Source: an optimization exercise on an open RTL-to-GDS flow (aim: small area and a short achievable clock period). Production flows keep margins and buffers that such runs may drop.
Where RTL was checked, it was by simulation tests only, not by an equivalence proof against the original.
Power and IR drop assume default switching activity.

## old
==> module rdm630_core, before the edit <==
module rdm630_core (
    input  wire         clk,
    input  wire         rst,         
    input  wire         rx_valid,
    input  wire [7:0]   rx_data,
    output wire         rx_ready,
    input  wire         eval,
    output wire         res_valid,
    output wire [1:0]   res,
    output wire         fvalid,
    output wire [111:0] frame,
    output wire         xst,
    output wire [39:0]  card,
    output wire [7:0]   csum,
    output wire [7:0]   p6
);
    localparam [7:0] START_B = 8'h02;
    localparam [7:0] END_B   = 8'h03;
    reg [4:0]   cursor;      
    reg         in_frame;
    reg         ok;          
    reg [111:0] sr;          
    reg [111:0] frame_q;     
    reg         fvalid_q;
    wire full = cursor[4];                   
    assign rx_ready = !full && !rst;
    wire fire     = rx_valid && rx_ready;
    wire mark, mark_n;
    rdm630_mark u_mark (
        .d      (rx_data[7:1]),
        .mark   (mark),
        .mark_n (mark_n)
    );
    wire is_start = mark && !rx_data[0];
    wire is_end   = mark &&  rx_data[0];
    wire is_hex   = ((rx_data >= 8'h30) && (rx_data <= 8'h39)) ||
                    ((rx_data >= 8'h41) && (rx_data <= 8'h46));
    wire st    = fire && is_start;               
    wire app   = fire && in_frame && !is_start;  
    wire c13 = (cursor == 5'd13);
    wire c14 = (cursor == 5'd14);
    wire c15 = (cursor >= 5'd15);
    wire [4:0] cursor_rx   = st ? 5'd1 : app ? cursor + 5'd1 : cursor;
    wire       in_frame_rx = st ? 1'b1 : (app && is_end) ? 1'b0 : in_frame;
    wire       ok_rx       = st ? 1'b1 :
                             app ? (ok && (c13 ? is_end : is_hex)) : ok;
    wire shift = fire && (in_frame || is_start);
    wire [111:0] sr_next = ({112{shift}}  & {sr[103:0], rx_data}) |
                           ({112{!shift}} & sr);
    wire do_eval = eval && !rst;
    wire apnd  = in_frame && !full;                  
    wire [1:0] r0 = c15 ? 2'd3 : c14 ? (ok ? 2'd1 : 2'd2) : 2'd0;
    wire [1:0] ra = (c14 || c15) ? 2'd3 : c13 ? 2'd2 : 2'd0;   
    wire [1:0] re = (c14 || c15) ? 2'd3 : c13 ? (ok ? 2'd1 : 2'd2) : 2'd0;
    wire [1:0] pn = apnd ? ra : r0;
    wire [1:0] pe = apnd ? re : r0;
    wire [1:0] ps = full ? r0 : 2'd0;
    assign res_valid = do_eval;
    rdm630_res u_res (
        .rx_valid (rx_valid),
        .mark     (mark),
        .mark_n   (mark_n),
        .d0       (rx_data[0]),
        .r0       (r0),
        .pn       (pn),
        .pe       (pe),
        .ps       (ps),
        .res      (res)
    );
    wire cap  = do_eval && !st && (app ? c13 : c14);
    wire over = do_eval && !st && (app ? (c14 || c15) : c15);
    always @(posedge clk) begin
        if (rst) begin
            cursor   <= 5'd0;
            in_frame <= 1'b0;
            fvalid_q <= 1'b0;
            ok       <= 1'b0;
        end else begin
            in_frame <= in_frame_rx;
            if (cap || over) begin
                cursor   <= 5'd0;
                ok       <= 1'b0;
                fvalid_q <= cap && ok_rx;
            end else begin
                cursor   <= cursor_rx;
                ok       <= ok_rx;
            end
        end
    end
    always @(posedge clk) begin
        sr <= sr_next;
        if (cap)
            frame_q <= sr_next;
    end
    assign fvalid = fvalid_q;
    assign xst    = !fvalid_q;
    assign frame  = frame_q;
    rdm630_xtr u_xtr (
        .frame (frame_q),
        .card  (card),
        .csum  (csum),
        .p6    (p6)
    );
endmodule
==> flow/config.mk <==
export PLATFORM = sky130hd
export DESIGN_NAME = rdm630_core
export DESIGN_NICKNAME = rdm630_core
export VERILOG_FILES = /design/flow/design.v
export SDC_FILE = /design/flow/constraint.sdc
export NUM_CORES = 4
export LEC_CHECK = 0
export CAP_MARGIN = 20
export CORE_MARGIN = 2
export CORE_UTILIZATION = 70
export CTS_BUF_LIST = sky130_fd_sc_hd__clkbuf_16
export CTS_CLUSTER_DIAMETER = 80
export CTS_CLUSTER_SIZE = 30
export PLACE_DENSITY = 0.85
export SETUP_SLACK_MARGIN = 5
export SLEW_MARGIN = 20
export SYNTH_HIERARCHICAL = 1
export SYNTH_MINIMUM_KEEP_SIZE = 0
==> flow/constraint.sdc <==
create_clock -name core_clock -period 10.0 [get_ports {clk}]
set_input_delay 2.0000 -clock core_clock [delete_from_list [all_inputs] [get_ports {clk}]]
set_output_delay 2.0000 -clock core_clock [all_outputs]
set_load 0.01 [all_outputs]
standard.sh (not shown) runs the stock make flow with config.mk's settings and CLKGATE_MAP_FILE= SYNTH_SCRIPT=/design/flow/synth_recipe.tcl, a recipe that flattens the netlist after the stock synthesis.
==> flow/flow/run.sh <==
#!/bin/bash
set -euo pipefail
bash standard.sh \
    "SYNTH_SCRIPT=$PWD/flow/my_synth.tcl" \
    "BUFFER_PORTS_ARGS=-buffer_cell sky130_fd_sc_hd__buf_1" \
    "PRE_IO_PLACEMENT_TCL=$PWD/flow/io.tcl" \
    SETUP_SLACK_MARGIN=5.35 \
    finish > flow_make.log 2>&1
Other scripts of this flow, unchanged in this note and not shown: flow/flow/hand_cells.v, flow/flow/io.tcl, flow/flow/my_synth.tcl
[inputs] new vs old
diff --git a/flow/design.v b/flow/design.v
--- a/flow/design.v
+++ b/flow/design.v
@@ -68,6 +68,6 @@
         .res      (res)
     );
-    wire cap  = do_eval && !st && (app ? c13 : c14);
-    wire over = do_eval && !st && (app ? (c14 || c15) : c15);
+    wire cap  = do_eval && (cursor_rx == 5'd14);
+    wire over = do_eval && (cursor_rx >  5'd14);
     always @(posedge clk) begin
         if (rst) begin
--- outcome ---
On internal power contribution, old and new are basically level.
Between new and old, it is new whose design area is higher, by about 1.3%.
Data arrival time of the critical path, old and new: lower on new
Re highest net fanout along the worst path: new is 6 up on old.
| per-cell via count in the routed design | higher: new |
Looking at clock network fraction of design power, new sits 0.5 points above old.
Compared with old, new shows a higher top achievable clock speed.
Comparing old against new, there is no change at all in detailed-routing iteration count for the pre-antenna-repair pass.
The y dimension of the die was comparable across old and new.
NOTE leakage power old->new decreased slightly
Taking old as the reference, in new relative area of non-clock buffer cells in the final design picked up an extra 0.41 points, post-route clock period utilization lost 0.22 points.
Diff old and new: power higher in new
new finished end to end and its layout was clean on timing, DRC and antenna.
The RTL of new was laid out without a check of its function.

==> afterwards: timing with drivers on the ports <==
How much do the figures lean on ideal ports? The routed layouts below were timed once more, with nothing changed but the port constraints. Step 1 sets driving cells, clkbuf_16 on the clock port and buf_2 on the other inputs (assumed; they add their load-dependent delay and slew). Step 2 times the ports against the registers' clock, not the clock port: input delays grow and output delays shrink by t, the midpoint of the rising clock arrivals with the driver on. Slacks: ideal ports / drivers / drivers and shift; pairs: ideal ports / drivers.
| run | shift t [ns] | slack for setup (ns) | worst slew at a driven data input, ns | pins driven straight from the clock port |
|---|---|---|---|---|
| old | 0.486 | 5.266 / 5.229 / 5.008 | 0.06 | 1 |
| new | 0.499 | 5.289 / 5.234 / 5.099 | 0.05 | 1 |
After both steps setup and hold are still met in every run listed. For old, which loses most, drivers alone change the setup slack by -0.037 ns; drivers and shift together by -0.258 ns.
